Context: an optimization exercise on an open-source flow, tuned for small area. The choices shown serve that exercise and are no tape-out recipe.
The RTL was checked by simulation tests, not by an equivalence proof against the original design.
Power figures rest on the tool's default switching activity, not on a simulated workload.

==> flow/design.v <==
module rcl57_scan_engine (
    input  wire        clk,
    input  wire        rst,           
    input  wire        tick,          
    input  wire        host_we,       
    input  wire [7:0]  host_addr,
    input  wire [7:0]  host_wdata,
    output reg  [7:0]  host_rdata,    
    input  wire [4:0]  col_in,        
    output reg  [7:0]  seg_en,        
    output reg  [15:0] drv_sr,        
    output reg  [15:0] drv_out,       
    output reg         ddl,           
    output reg         trate          
);
    localparam integer SEG_DP = 0;
    localparam integer SEG_D  = 4;
    localparam integer SEG_G  = 7;
    localparam integer SEGMENT_TICKS      = 4;
    localparam integer IDLE_THRESHOLD     = 16;
    localparam integer PSAVE_IDLE_POLLS   = 10;
    localparam integer PSAVE_BLINK_CYCLES = 3;
    localparam integer DEBOUNCE_TICKS     = 6;
    localparam [7:0] SC_FAULT  = 8'hFE;
    localparam [7:0] SC_CONFIG = 8'hFF;
    localparam POINT_UNDER_BLANK = 1'b1;
    localparam SD_MASK_D         = 1'b0;
    localparam integer PH_W = $clog2(SEGMENT_TICKS);
    localparam [1:0] SEQ_IDLE = 2'd0, SEQ_LATCH = 2'd1, SEQ_SETTLE = 2'd2, SEQ_DONE = 2'd3;
    localparam [1:0] MODE_NONE = 2'd0, MODE_FULL = 2'd1, MODE_SINGLE = 2'd2;
    localparam [1:0] OP_NONE = 2'd0, OP_SCAN = 2'd1, OP_SCAN1 = 2'd2, OP_PSAVE = 2'd3;
    localparam [2:0] PM_ACTIVE = 3'd0, PM_IDLE_COUNTING = 3'd1, PM_PS_POLL = 3'd2,
                     PM_PS_BLINK = 3'd3, PM_DEBOUNCE = 3'd4;
    function [8:0] segtab;    
        input [4:0] c;
        begin
            case (c)
                5'd0:  segtab = {1'b1, 8'h7E};
                5'd1:  segtab = {1'b1, 8'h0C};
                5'd2:  segtab = {1'b1, 8'hB6};
                5'd3:  segtab = {1'b1, 8'h9E};
                5'd4:  segtab = {1'b1, 8'hCC};
                5'd5:  segtab = {1'b1, 8'hDA};
                5'd6:  segtab = {1'b1, 8'hFA};
                5'd7:  segtab = {1'b1, 8'h0E};
                5'd8:  segtab = {1'b1, 8'hFE};
                5'd9:  segtab = {1'b1, 8'hDE};
                5'd10: segtab = {1'b1, 8'hEE};   
                5'd11: segtab = {1'b1, 8'hF8};   
                5'd12: segtab = {1'b1, 8'h72};   
                5'd13: segtab = {1'b1, 8'hBC};   
                5'd14: segtab = {1'b1, 8'hF2};   
                5'd15: segtab = {1'b1, 8'hE2};   
                5'd16: segtab = {1'b1, 8'hEC};   
                5'd17: segtab = {1'b1, 8'h70};   
                5'd18: segtab = {1'b1, 8'hE6};   
                5'd19: segtab = {1'b1, 8'hA0};   
                5'd20: segtab = {1'b1, 8'h7C};   
                5'd21: segtab = {1'b1, 8'hA8};   
                5'd22: segtab = {1'b1, 8'hB8};   
                5'd29: segtab = {1'b1, 8'h01};   
                5'd30: segtab = {1'b1, 8'h80};   
                5'd31: segtab = {1'b1, 8'h00};   
                default: segtab = {1'b0, 8'h00};  
            endcase
        end
    endfunction
    function lookup;
        input [7:0] c;
        input [2:0] s;
        reg [8:0] t;
        begin
            t = segtab(c[4:0]);
            if (c > 8'd31 || !t[8])
                lookup = 1'b0;
            else
                lookup = t[s];
        end
    endfunction
    function [4:0] eff;
        input [7:0] d;
        input [2:0] m;    
        begin
            if (m[0])
                eff = 5'd31;
            else if (m[1])
                eff = 5'd30;
            else if (d > 8'd31)
                eff = 5'd31;
            else
                eff = d[4:0];
        end
    endfunction
    function [7:0] char_to_code;
        input [7:0] a;
        begin
            if (a >= 8'h30 && a <= 8'h39) char_to_code = a - 8'h30;
            else case (a)
                8'h2E: char_to_code = 8'd29;
                8'h2D: char_to_code = 8'd30;
                8'h20: char_to_code = 8'd31;
                8'h41: char_to_code = 8'd10;   
                8'h62: char_to_code = 8'd11;   
                8'h43: char_to_code = 8'd12;   
                8'h64: char_to_code = 8'd13;   
                8'h45: char_to_code = 8'd14;   
                8'h46: char_to_code = 8'd15;   
                8'h48: char_to_code = 8'd16;   
                8'h4C: char_to_code = 8'd17;   
                8'h50: char_to_code = 8'd18;   
                8'h72: char_to_code = 8'd19;   
                8'h55: char_to_code = 8'd20;   
                8'h6E: char_to_code = 8'd21;   
                8'h6F: char_to_code = 8'd22;   
                default: char_to_code = 8'd31;
            endcase
        end
    endfunction
    function [7:0] code_to_char;
        input [7:0] c;
        begin
            if (c <= 8'd9) code_to_char = 8'h30 + c;
            else case (c)
                8'd29: code_to_char = 8'h2E;
                8'd30: code_to_char = 8'h2D;
                8'd10: code_to_char = 8'h41;
                8'd11: code_to_char = 8'h62;
                8'd12: code_to_char = 8'h43;
                8'd13: code_to_char = 8'h64;
                8'd14: code_to_char = 8'h45;
                8'd15: code_to_char = 8'h46;
                8'd16: code_to_char = 8'h48;
                8'd17: code_to_char = 8'h4C;
                8'd18: code_to_char = 8'h50;
                8'd19: code_to_char = 8'h72;
                8'd20: code_to_char = 8'h55;
                8'd21: code_to_char = 8'h6E;
                8'd22: code_to_char = 8'h6F;
                default: code_to_char = 8'h20;
            endcase
        end
    endfunction
    function [7:0] decode;
        input [2:0] s;
        input [4:0] cols;
        reg [3:0] col;
        begin
            if      (cols[0]) col = 4'd1;
            else if (cols[1]) col = 4'd2;
            else if (cols[2]) col = 4'd3;
            else if (cols[3]) col = 4'd4;
            else              col = 4'd5;
            if (cols == 5'b00000)
                decode = 8'h00;
            else
                decode = {({1'b0, s} + 4'd1), col};
        end
    endfunction
    function legal;
        input [15:0] w;
        begin
            legal = ((w & 16'hF800) == 16'h1000) ||    
                    ((w & 16'hFF00) == 16'h2000) ||    
                    ((w & 16'hFF00) == 16'h3000) ||    
                    ((w & 16'hF8FF) == 16'h4000) ||    
                    ((w & 16'hF8FF) == 16'h5000) ||    
                    ((w & 16'hF8E0) == 16'h6000) ||    
                    (w == 16'h7000) ||                 
                    ((w & 16'hFF00) == 16'h8000) ||    
                    (w == 16'h9000) ||                 
                    (w == 16'hA000) ||                 
                    (w == 16'hB000);                   
        end
    endfunction
    reg  [7:0]  dbuf [0:15];
    reg  [2:0]  mbuf [0:11];
    reg  [1:0]  seq;
    reg  [1:0]  seq_mode;
    reg  [2:0]  seg_idx;
    reg  [PH_W-1:0] ph_tick;
    reg  [7:0]  sd_code;
    reg  [39:0] raw;           
    reg  [7:0]  sc_acc;
    reg  [15:0] result;
    reg         st_cfg;
    reg  [1:0]  errcode;
    reg  [2:0]  pm;
    reg  [15:0] idle_cnt;
    reg  [15:0] poll_cnt;
    reg  [15:0] blink_cnt;
    reg  [15:0] deb_cnt;
    reg  [7:0]  cmd_imm;
    reg  [7:0]  cmd_op;
    reg  [1:0]  cur_op;
    reg         pend_valid;
    reg  [15:0] pend_word;
    function seg_on;
        input [7:0] d;
        input [2:0] m;
        input [2:0] s;
        begin
            seg_on = lookup({3'b000, eff(d, m)}, s) |
                     ((s == SEG_DP) && m[2] && (POINT_UNDER_BLANK || !m[0]));
        end
    endfunction
    reg [11:0] digseg_cmd;     
    reg [15:0] outseg_cmd;     
    reg [15:0] outseg_next;    
    reg [15:0] outseg_zero;    
    reg [2:0]  cmd_s;
    reg [2:0]  next_s;
    integer i;
    always @* begin
        digseg_cmd  = 12'd0;
        outseg_cmd  = 16'd0;
        outseg_next = 16'd0;
        outseg_zero = 16'd0;
        for (i = 0; i < 12; i = i + 1) begin
            digseg_cmd[i]       = seg_on(dbuf[i], mbuf[i], cmd_s);
            outseg_cmd[15 - i]  = seg_on(dbuf[i], mbuf[i], cmd_s);
            outseg_next[15 - i] = seg_on(dbuf[i], mbuf[i], next_s);
            outseg_zero[15 - i] = seg_on(dbuf[i], mbuf[i], 3'd0);
        end
        if (cmd_s == SEG_DP)  outseg_cmd[15 - 0]  = 1'b0;
        if (cmd_s == SEG_D)   outseg_cmd[15 - 11] = 1'b0;
        if (next_s == SEG_DP) outseg_next[15 - 0]  = 1'b0;
        if (next_s == SEG_D)  outseg_next[15 - 11] = 1'b0;
        outseg_zero[15 - 0] = 1'b0;
    end
    reg  [7:0]  n_seg_en;
    reg  [15:0] n_sr, n_out;
    reg         n_ddl, n_trate;
    reg  [1:0]  n_seq, n_seq_mode;
    reg  [2:0]  n_seg_idx;
    reg  [PH_W-1:0] n_ph_tick;
    reg  [7:0]  n_sd_code;
    reg  [39:0] n_raw;
    reg  [7:0]  n_sc_acc;
    reg  [15:0] n_result;
    reg         n_st_cfg;
    reg  [1:0]  n_errcode;
    reg  [2:0]  n_pm;
    reg  [15:0] n_idle_cnt, n_poll_cnt, n_blink_cnt, n_deb_cnt;
    reg  [7:0]  n_cmd_imm, n_cmd_op;
    reg  [1:0]  n_cur_op;
    reg         n_pend_valid;
    reg  [15:0] n_pend_word;
    reg         do_exec;       
    reg  [15:0] exec_w;
    reg         cyc_end;       
    reg         cmd_end;       
    reg  [7:0]  contrib;
    reg  [7:0]  r;
    reg         cfg;
    reg         poll_active;
    wire [15:0] host_w = {host_wdata, cmd_imm};
    always @* begin
        n_seg_en     = seg_en;
        n_sr         = drv_sr;
        n_out        = drv_out;
        n_ddl        = ddl;
        n_trate      = trate;
        n_seq        = seq;
        n_seq_mode   = seq_mode;
        n_seg_idx    = seg_idx;
        n_ph_tick    = ph_tick;
        n_sd_code    = sd_code;
        n_raw        = raw;
        n_sc_acc     = sc_acc;
        n_result     = result;
        n_st_cfg     = st_cfg;
        n_errcode    = errcode;
        n_pm         = pm;
        n_idle_cnt   = idle_cnt;
        n_poll_cnt   = poll_cnt;
        n_blink_cnt  = blink_cnt;
        n_deb_cnt    = deb_cnt;
        n_cmd_imm    = cmd_imm;
        n_cmd_op     = cmd_op;
        n_cur_op     = cur_op;
        n_pend_valid = pend_valid;
        n_pend_word  = pend_word;
        do_exec     = 1'b0;
        exec_w      = host_w;
        cyc_end     = 1'b0;
        cmd_end     = 1'b0;
        contrib     = 8'h00;
        r           = 8'h00;
        cfg         = 1'b0;
        poll_active = (col_in != 5'b00000);
        next_s      = seg_idx + 3'd1;
        if (host_we) begin
            if (host_addr == 8'h20)
                n_cmd_imm = host_wdata;
            if (host_addr == 8'h21) begin
                n_cmd_op = host_wdata;
                if (!legal(host_w)) begin
                    n_errcode = 2'd1;
                end else if (cur_op != OP_NONE) begin
                    if (pend_valid) begin
                        n_errcode = 2'd2;
                    end else begin
                        n_pend_word  = host_w;
                        n_pend_valid = 1'b1;
                        n_errcode    = 2'd0;
                    end
                end else begin
                    n_errcode = 2'd0;
                    do_exec   = 1'b1;
                    exec_w    = host_w;
                end
            end
        end else if (tick) begin
            if (cur_op == OP_PSAVE && pm == PM_PS_POLL) begin
                if (poll_active) begin
                    n_trate   = 1'b0;
                    n_ddl     = 1'b0;
                    n_seg_en  = 8'hFF;
                    n_pm      = PM_DEBOUNCE;
                    n_deb_cnt = 16'd0;
                end else begin
                    n_poll_cnt = poll_cnt + 16'd1;
                    if (n_poll_cnt == PSAVE_IDLE_POLLS) begin
                        n_seg_en    = 8'h00;
                        n_trate     = 1'b0;
                        n_blink_cnt = 16'd0;
                        n_pm        = PM_PS_BLINK;
                        n_seq_mode = MODE_SINGLE;
                        n_sd_code  = 8'd29;
                        n_seg_idx  = 3'd0;
                        n_ph_tick  = {PH_W{1'b0}};
                        n_sc_acc   = 8'h00;
                        n_ddl      = 1'b0;
                        n_sr       = 16'h0000;
                        n_seq      = SEQ_LATCH;
                    end
                end
            end else if (cur_op == OP_PSAVE && pm == PM_DEBOUNCE) begin
                if (!poll_active) begin
                    cmd_end = 1'b1;
                end else begin
                    n_deb_cnt = deb_cnt + 16'd1;
                    if (n_deb_cnt == DEBOUNCE_TICKS)
                        cmd_end = 1'b1;
                end
                if (cmd_end) begin
                    n_seg_en   = 8'h00;
                    n_pm       = PM_ACTIVE;
                    n_idle_cnt = 16'd0;
                    n_result   = 16'h0000;
                end
            end else if (seq != SEQ_IDLE) begin
                case (seq)
                    SEQ_LATCH: begin
                        n_out = drv_sr;
                        if (seq_mode == MODE_SINGLE)
                            n_ddl = lookup(sd_code, seg_idx) & ~(SD_MASK_D && seg_idx == SEG_D);
                        n_seg_en  = 8'd1 << seg_idx;
                        n_ph_tick = 1;
                        n_seq     = SEQ_SETTLE;
                    end
                    SEQ_SETTLE: begin
                        if (ph_tick < SEGMENT_TICKS - 1) begin
                            n_ph_tick = ph_tick + 1'b1;
                        end else begin
                            n_raw[5*seg_idx +: 5] = col_in;
                            contrib = decode(seg_idx, col_in);
                            if (sc_acc == 8'h00)
                                n_sc_acc = contrib;
                            if (seg_idx < 3'd7) begin
                                n_sr      = (seq_mode == MODE_FULL) ? outseg_next : 16'h0000;
                                n_seg_idx = seg_idx + 3'd1;
                                n_seq     = SEQ_LATCH;
                            end else begin
                                n_sr  = 16'h0000;
                                n_seq = SEQ_DONE;
                            end
                        end
                    end
                    default: begin    
                        cyc_end    = 1'b1;
                        n_seg_en   = 8'h00;
                        n_out      = drv_sr;
                        n_ddl      = 1'b0;
                        if (raw[4:0] == 5'b10001) begin
                            r   = SC_CONFIG;
                            cfg = 1'b1;
                        end else begin
                            r   = sc_acc;
                            cfg = 1'b0;
                        end
                        n_seq      = SEQ_IDLE;
                        n_seq_mode = MODE_NONE;
                        n_seg_idx  = 3'd0;
                        n_ph_tick  = {PH_W{1'b0}};
                        if (cur_op == OP_SCAN || cur_op == OP_SCAN1) begin
                            n_result = {8'h00, r};
                            n_st_cfg = cfg;
                            cmd_end  = 1'b1;
                        end else begin
                            if (r != 8'h00) begin
                                n_trate   = 1'b0;
                                n_ddl     = 1'b0;
                                n_seg_en  = 8'hFF;
                                n_pm      = PM_DEBOUNCE;
                                n_deb_cnt = 16'd0;
                            end else begin
                                n_blink_cnt = blink_cnt + 16'd1;
                                if (n_blink_cnt == PSAVE_BLINK_CYCLES) begin
                                    n_pm       = PM_PS_POLL;
                                    n_poll_cnt = 16'd0;
                                    n_trate    = 1'b1;
                                    n_seg_en   = 8'hFF;
                                end else begin
                                    n_seq_mode = MODE_SINGLE;
                                    n_sd_code  = 8'd29;
                                    n_seg_idx  = 3'd0;
                                    n_ph_tick  = {PH_W{1'b0}};
                                    n_sc_acc   = 8'h00;
                                    n_seg_en   = 8'h00;
                                    n_ddl      = 1'b0;
                                    n_sr       = 16'h0000;
                                    n_seq      = SEQ_LATCH;
                                end
                            end
                        end
                    end
                endcase
            end
            if (cmd_end) begin
                n_cur_op = OP_NONE;
                if (pend_valid) begin
                    n_pend_valid = 1'b0;
                    do_exec      = 1'b1;
                    exec_w       = pend_word;
                end
            end
        end
        cmd_s = exec_w[10:8];
        if (do_exec) begin
            case (exec_w[15:12])
                4'h1: n_result = {15'd0, lookup(exec_w[7:0], cmd_s)};      
                4'h2: n_result = {8'd0, char_to_code(exec_w[7:0])};         
                4'h3: n_result = {8'd0, code_to_char(exec_w[7:0])};         
                4'h4: n_result = {4'd0, digseg_cmd};                        
                4'h5: n_result = outseg_cmd;                                
                4'h6: n_result = {8'd0, decode(cmd_s, exec_w[4:0])};        
                4'h7: begin                                                 
                    n_cur_op   = OP_SCAN;
                    n_seq_mode = MODE_FULL;
                    n_seg_idx  = 3'd0;
                    n_ph_tick  = {PH_W{1'b0}};
                    n_sc_acc   = 8'h00;
                    n_seg_en   = 8'h00;
                    n_sr       = outseg_zero;
                    n_seq      = SEQ_LATCH;
                end
                4'h8: begin                                                 
                    n_cur_op   = OP_SCAN1;
                    n_seq_mode = MODE_SINGLE;
                    n_sd_code  = exec_w[7:0];
                    n_seg_idx  = 3'd0;
                    n_ph_tick  = {PH_W{1'b0}};
                    n_sc_acc   = 8'h00;
                    n_seg_en   = 8'h00;
                    n_ddl      = 1'b0;
                    n_sr       = 16'h0000;
                    n_seq      = SEQ_LATCH;
                end
                4'h9: begin                                                 
                    n_cur_op   = OP_PSAVE;
                    n_pm       = PM_PS_POLL;
                    n_ddl      = 1'b0;
                    n_sr       = 16'h0000;
                    n_out      = 16'h0000;
                    n_trate    = 1'b1;
                    n_seg_en   = 8'hFF;
                    n_poll_cnt = 16'd0;
                end
                4'hA: begin                                                 
                    if (n_idle_cnt != 16'hFFFF)
                        n_idle_cnt = n_idle_cnt + 16'd1;
                    if (n_pm == PM_ACTIVE)
                        n_pm = PM_IDLE_COUNTING;
                    n_result = n_idle_cnt;
                end
                4'hB: begin                                                 
                    n_idle_cnt = 16'd0;
                    n_pm       = PM_ACTIVE;
                    n_result   = 16'd0;
                end
                default: ;
            endcase
        end
    end
    always @(posedge clk) begin
        if (host_we && host_addr <= 8'h0F)
            dbuf[host_addr[3:0]] <= host_wdata;
        if (host_we && host_addr >= 8'h10 && host_addr <= 8'h1B)
            mbuf[host_addr[3:0]] <= host_wdata[2:0];
    end
    always @(posedge clk) begin
        if (rst) begin
            seg_en     <= 8'h00;
            drv_sr     <= 16'h0000;
            drv_out    <= 16'h0000;
            ddl        <= 1'b0;
            trate      <= 1'b0;
            seq        <= SEQ_IDLE;
            seq_mode   <= MODE_NONE;
            seg_idx    <= 3'd0;
            ph_tick    <= {PH_W{1'b0}};
            sd_code    <= 8'h1F;
            raw        <= 40'd0;
            sc_acc     <= 8'h00;
            result     <= 16'h0000;
            st_cfg     <= 1'b0;
            errcode    <= 2'd0;
            pm         <= PM_ACTIVE;
            idle_cnt   <= 16'h0000;
            poll_cnt   <= 16'h0000;
            blink_cnt  <= 16'h0000;
            deb_cnt    <= 16'h0000;
            cmd_imm    <= 8'h00;
            cmd_op     <= 8'h00;
            cur_op     <= OP_NONE;
            pend_valid <= 1'b0;
            pend_word  <= 16'h0000;
        end else begin
            seg_en     <= n_seg_en;
            drv_sr     <= n_sr;
            drv_out    <= n_out;
            ddl        <= n_ddl;
            trate      <= n_trate;
            seq        <= n_seq;
            seq_mode   <= n_seq_mode;
            seg_idx    <= n_seg_idx;
            ph_tick    <= n_ph_tick;
            sd_code    <= n_sd_code;
            raw        <= n_raw;
            sc_acc     <= n_sc_acc;
            result     <= n_result;
            st_cfg     <= n_st_cfg;
            errcode    <= n_errcode;
            pm         <= n_pm;
            idle_cnt   <= n_idle_cnt;
            poll_cnt   <= n_poll_cnt;
            blink_cnt  <= n_blink_cnt;
            deb_cnt    <= n_deb_cnt;
            cmd_imm    <= n_cmd_imm;
            cmd_op     <= n_cmd_op;
            cur_op     <= n_cur_op;
            pend_valid <= n_pend_valid;
            pend_word  <= n_pend_word;
        end
    end
    wire [7:0] status = {2'b00, 1'b0  , (idle_cnt >= IDLE_THRESHOLD),
                         st_cfg, (errcode != 2'd0), pend_valid, (cur_op != OP_NONE)};
    reg  [7:0] rd;
    always @* begin
        rd = 8'h00;
        if (host_addr <= 8'h0F)
            rd = dbuf[host_addr[3:0]];
        else if (host_addr <= 8'h1B)
            rd = {5'd0, mbuf[host_addr[3:0]]};
        else if (host_addr >= 8'h30 && host_addr <= 8'h37)
            rd = {3'd0, raw[5*host_addr[2:0] +: 5]};
        else case (host_addr)
            8'h20: rd = cmd_imm;
            8'h21: rd = cmd_op;
            8'h22: rd = status;
            8'h23: rd = {6'd0, errcode};
            8'h24: rd = result[7:0];
            8'h25: rd = result[15:8];
            8'h26: rd = {5'd0, pm};
            8'h28: rd = idle_cnt[7:0];
            8'h29: rd = idle_cnt[15:8];
            8'h38: rd = drv_out[7:0];
            8'h39: rd = drv_out[15:8];
            8'h3A: rd = drv_sr[7:0];
            8'h3B: rd = drv_sr[15:8];
            8'h3C: rd = seg_en;
            8'h3D: rd = {6'd0, trate, ddl};
            8'h3E: rd = {1'b0, seq_mode, seq, seg_idx};
            default: rd = 8'h00;
        endcase
    end
    always @(posedge clk) begin
        if (rst)
            host_rdata <= 8'h00;
        else
            host_rdata <= rd;
    end
endmodule
==> flow/run.sh <==
#!/bin/bash
# synth_recipe.tcl (not shown) runs the flow's synth.tcl, then flattens the netlist and writes it again
# the make line also repeats each setting of config.mk as NAME=value (left out here)
make -C /OpenROAD-flow-scripts/flow DESIGN_CONFIG=/design/flow/config.mk WORK_HOME=/design/flow/orfs CLKGATE_MAP_FILE= SYNTH_SCRIPT=/design/flow/synth_recipe.tcl finish
==> flow/config.mk <==
export PLATFORM = sky130hd
export DESIGN_NAME = rcl57_scan_engine
export DESIGN_NICKNAME = rcl57_scan_engine
export VERILOG_FILES = /design/flow/design.v
export SDC_FILE = /design/flow/constraint.sdc
export NUM_CORES = 4
export LEC_CHECK = 0
export CAP_MARGIN = 20
export CORE_MARGIN = 2
export CORE_UTILIZATION = 40
export SLEW_MARGIN = 20
==> flow/constraint.sdc <==
create_clock -name core_clock -period 10.0 [get_ports {clk}]
set_input_delay 2.0000 -clock core_clock [delete_from_list [all_inputs] [get_ports {clk}]]
set_output_delay 2.0000 -clock core_clock [all_outputs]
set_load 0.01 [all_outputs]
==> impl_metrics.tcl <==
set metrics [dict create \
    outcome "complete, no violations" \
    port_buffers 74 \
    grt_pass1_vias 27444 \
    yosysUniqueCellTypes 106 \
    die_h_um 283 \
    finalCritPeriodShare 0.764 \
    finalSetupViolations 0 \
    hold_violations 0 \
    cp_top_family "buffers and inverters" \
    p_leak_nw 11.5 \
    cts_buffers 48 \
    drc 0 \
    antenna_found_initial 5 \
    min_from "sd_code[7]$_SDFF_PP0_" \
    gp_congestion 1.04 \
    syn-cell-area_mm2 0.0311 \
    cts_setup_buffers 0 \
    syn_to_final_growth_pct 10.2 \
    num-fill-cells 7622 \
    core_mm2 0.0772 \
    grt_pass1_wl_mm 180 \
    slowest_stage "mux2i_1" \
    ys_ff_latch 420 \
    final_common_cell "nor2_1" \
    worstMarginPinSlew_ps 1230 \
    timing.max_slew.rel_slack 0.177 \
    initial_core_util 0.403 \
    rsz0062_at_grt "no" \
    fmax_mhz 131 \
    muxShareOfSynthArea 0.113 \
    drtIter0Drc 4125 \
    worstSetupStartpoint "host_we" \
    skew_ps 31.0 \
    insertion_delay_ps 610 \
    maxCapViolations 0 \
    antennaDiodeCount 0 \
    synthArstFlopShare 0 \
    gr-total-overflow 0 \
    yosysWarnings 1 \
    root_buffer "clkbuf_16" \
    cts_hold_buf 0 \
    first_pass_iters 9 \
    clock_path_buffers 3 \
    synth-adder-area-share 0.0555 \
    grt_use_total 0.297 \
    synth-seq-area-share 0.327 \
    power.density_mw_per_mm2 115 \
    cp_cell_sequence "clkdlybuf4s50_1 > nand2b_1 > buf_4 > nor2_1 > a32o_1 > a22oi_2 > buf_4 > mux2i_1 > inv_1 > ha_1 > nand2_1 > or2_2 > a211oi_1 > a211oi_1 > nor3_2 > nor2_1 > a221oi_1 > a211oi_1 > a221oi_1" \
    r2r_start "seq[0]$_SDFF_PP0_" \
    hold_path_class "reg2reg" \
    cts_tree "done" \
    wl_per_cell_um 26.0 \
    synth_edf_count 176 \
    vias 30600 \
    multi_input_area_mm2 0.0196 \
    clock-sinks 420 \
    antenna_left 0 \
    row_count 102 \
    cp-start-kind "input pin" \
    grt_max_degree 64 \
    cp_num_buf_inv 4 \
    slew_viol_final 0 \
    tns_ps 0 \
    io_pins 75 \
    syn_area_per_cell_um2 8.55 \
    fin_nets 3745 \
    synth_ff_type "dfxtp_1" \
    hpwl_mm 90.2 \
    routed_via_density 6.57 \
    crit_path_max_fanout 38 \
    layout_common_cells "nor2_1, nand2_1, a21oi_1" \
    fin_crit_ps 7640 \
    utilization 0.444 \
    register_area_mm2 0.0102 \
    routed_wl_mm 121 \
    dieArea_mm2 0.0800 \
    path_class "in2reg" \
    cp_common_cell "a211oi_1" \
    synth-xor-area-share 0.00704 \
    cp.required_ps 10440 \
    die_w_um 283 \
    worstPathArrival_ps 8080 \
    syn_inst 3636 \
    synth_top_family_by_area "compound AO/OA/AOI/OAI gates" \
    drive_above_1_share 0.101 \
    clkTransAtPathRegs_ps 60 \
    htree_levels 2 \
    synthSimpleGateAreaFrac 0.216 \
    vdd_drop_max_mv 0.142 \
    endpoint_kind "flop" \
    hold_slack_ps 461 \
    slowest_delay_ps 860 \
    ctsResizeCount 0 \
    synth-compound-area-share 0.233 \
]
==> final timing paths <==
path	to	slack [ps]	depth (start not counted)
worst min-delay path	sd_code[7]$_SDFF_PP0_	460	2
worst min register to register	sd_code[7]$_SDFF_PP0_	460	2
worst max register to register	result[5]$_SDFF_PP0_	3570	18
worst max-delay path	result[5]$_SDFF_PP0_	2360	19
==> flip-flops by register name, summed over array words and instances, names as in the netlist, 8 cells and up, named ones only <==
| register | flops |
|---|---|
| result | 16 |
| drv_sr | 16 |
| dbuf | 128 |
| blink_cnt | 16 |
| raw | 40 |
| cmd_op | 8 |
| cmd_imm | 8 |
| pend_word | 15 |
| mbuf | 48 |
| poll_cnt | 16 |
| seg_en | 8 |
| host_rdata | 8 |
| sc_acc | 8 |
| drv_out | 16 |
| sd_code | 8 |
| idle_cnt | 16 |
| deb_cnt | 16 |
==> cell usage after synthesis (all sizes together) (50+ instances only) <==
library cell | number | area (µm²)
nand3 | 108 | 541
inv | 100 | 380
a211oi | 50 | 380
edfxtp | 176 | 5290
mux2i | 78 | 793
a31oi | 52 | 325
a22oi | 89 | 673
dfxtp | 244 | 4880
o21ai | 219 | 1100
or3 | 64 | 405
nor2 | 449 | 1690
ha | 138 | 1730
clkbuf | 195 | 732
nor4 | 55 | 372
nor3 | 133 | 682
nand2 | 318 | 1200
buf | 60 | 350
mux4 | 110 | 2480
a21oi | 289 | 1450
==> stage by stage <==
| stage | cells | worst slack, ps | power (mW) | cell area (µm²) |
|---|---|---|---|---|
| 5_1_grt | 4661 | 2010 | 4.05 | 34300 |
| 4_1_cts | 4660 | 2510 | 3.96 | 34300 |
| 3_5_place_dp | 4571 | 1930 | 2.10 | 32600 |
| 3_3_place_gp | 4571 | 1990 | 2.10 | 32600 |
| 2_1_floorplan | 3647 | 3830 | 1.98 | 31100 |
| 6_report | 4661 | 2360 | 3.95 | 34300 |
==> cell type report <==
type,count,area share
Clock buffer,62,0.0380
Timing Repair Buffer,140,0.0353
Multi-Input combinational cell,2870,0.571
Inverter,102,0.0113
Sequential cell,420,0.297
Clock inverter,27,0.0102
Tap cell,1040,0.0380
==> metal layers <==
metal | up-vias | wire [µm] | global-route usage
li1 | 13747 | - | -
met1 | 14757 | 51400 | 0.423
met2 | 1809 | 50900 | 0.435
met3 | 285 | 13800 | 0.0660
met4 | 2 | 5190 | 0.115
met5 | - | 13 | 0
==> kinds of logic (layout without fill, tap and decap cells) <==
group / Yosys count / in the layout
compound gates: 1092 / 1092
xor+xnor: 25 / 25
fa+ha+maj: 138 / 138
buf+inv: 357 / 331
flops: 420 / 420
mux: 210 / 210
other cells: 1 / 12
simple gates: 1393 / 1393
==> power breakdown <==
group          internal (mW)  leakage, nW  switching (mW)
combinational         0.0821         7.10           0.181
sequential              1.79         3.56          0.0103
clock                   1.11        0.805           0.779
total                   2.98         11.5           0.970
==> worst min-delay path, delay by kind of cell, from the launching register on <==
kind               cells  cell delay (ps)
AOI/OAI and AO/OA      1               50
DFF                    1              310
and+or+nand+nor        1               50

separate check: timing with driven ports:
Ports are ideal in the flow. The routed layout listed here was re-timed in OpenROAD. Step 1, drivers: a clkbuf_16 drives clk and a buf_2 each remaining input, both assumed. Step 2 also shifts input and output timing later by t, the mid clock arrival at the registers, as if the neighbouring blocks saw the same clock. Slacks: no drivers / after step 1 / after step 2; pairs: no drivers / after step 1.
t, ns: 0.665
slack for setup (ns): 2.364 / 2.411 / 1.746
slew at the worst register clock pin (ns): 0.08 / 0.08
After both steps this run still meets setup and hold. For this run, drivers alone change the setup slack by +0.047 ns; drivers and shift together by -0.618 ns.
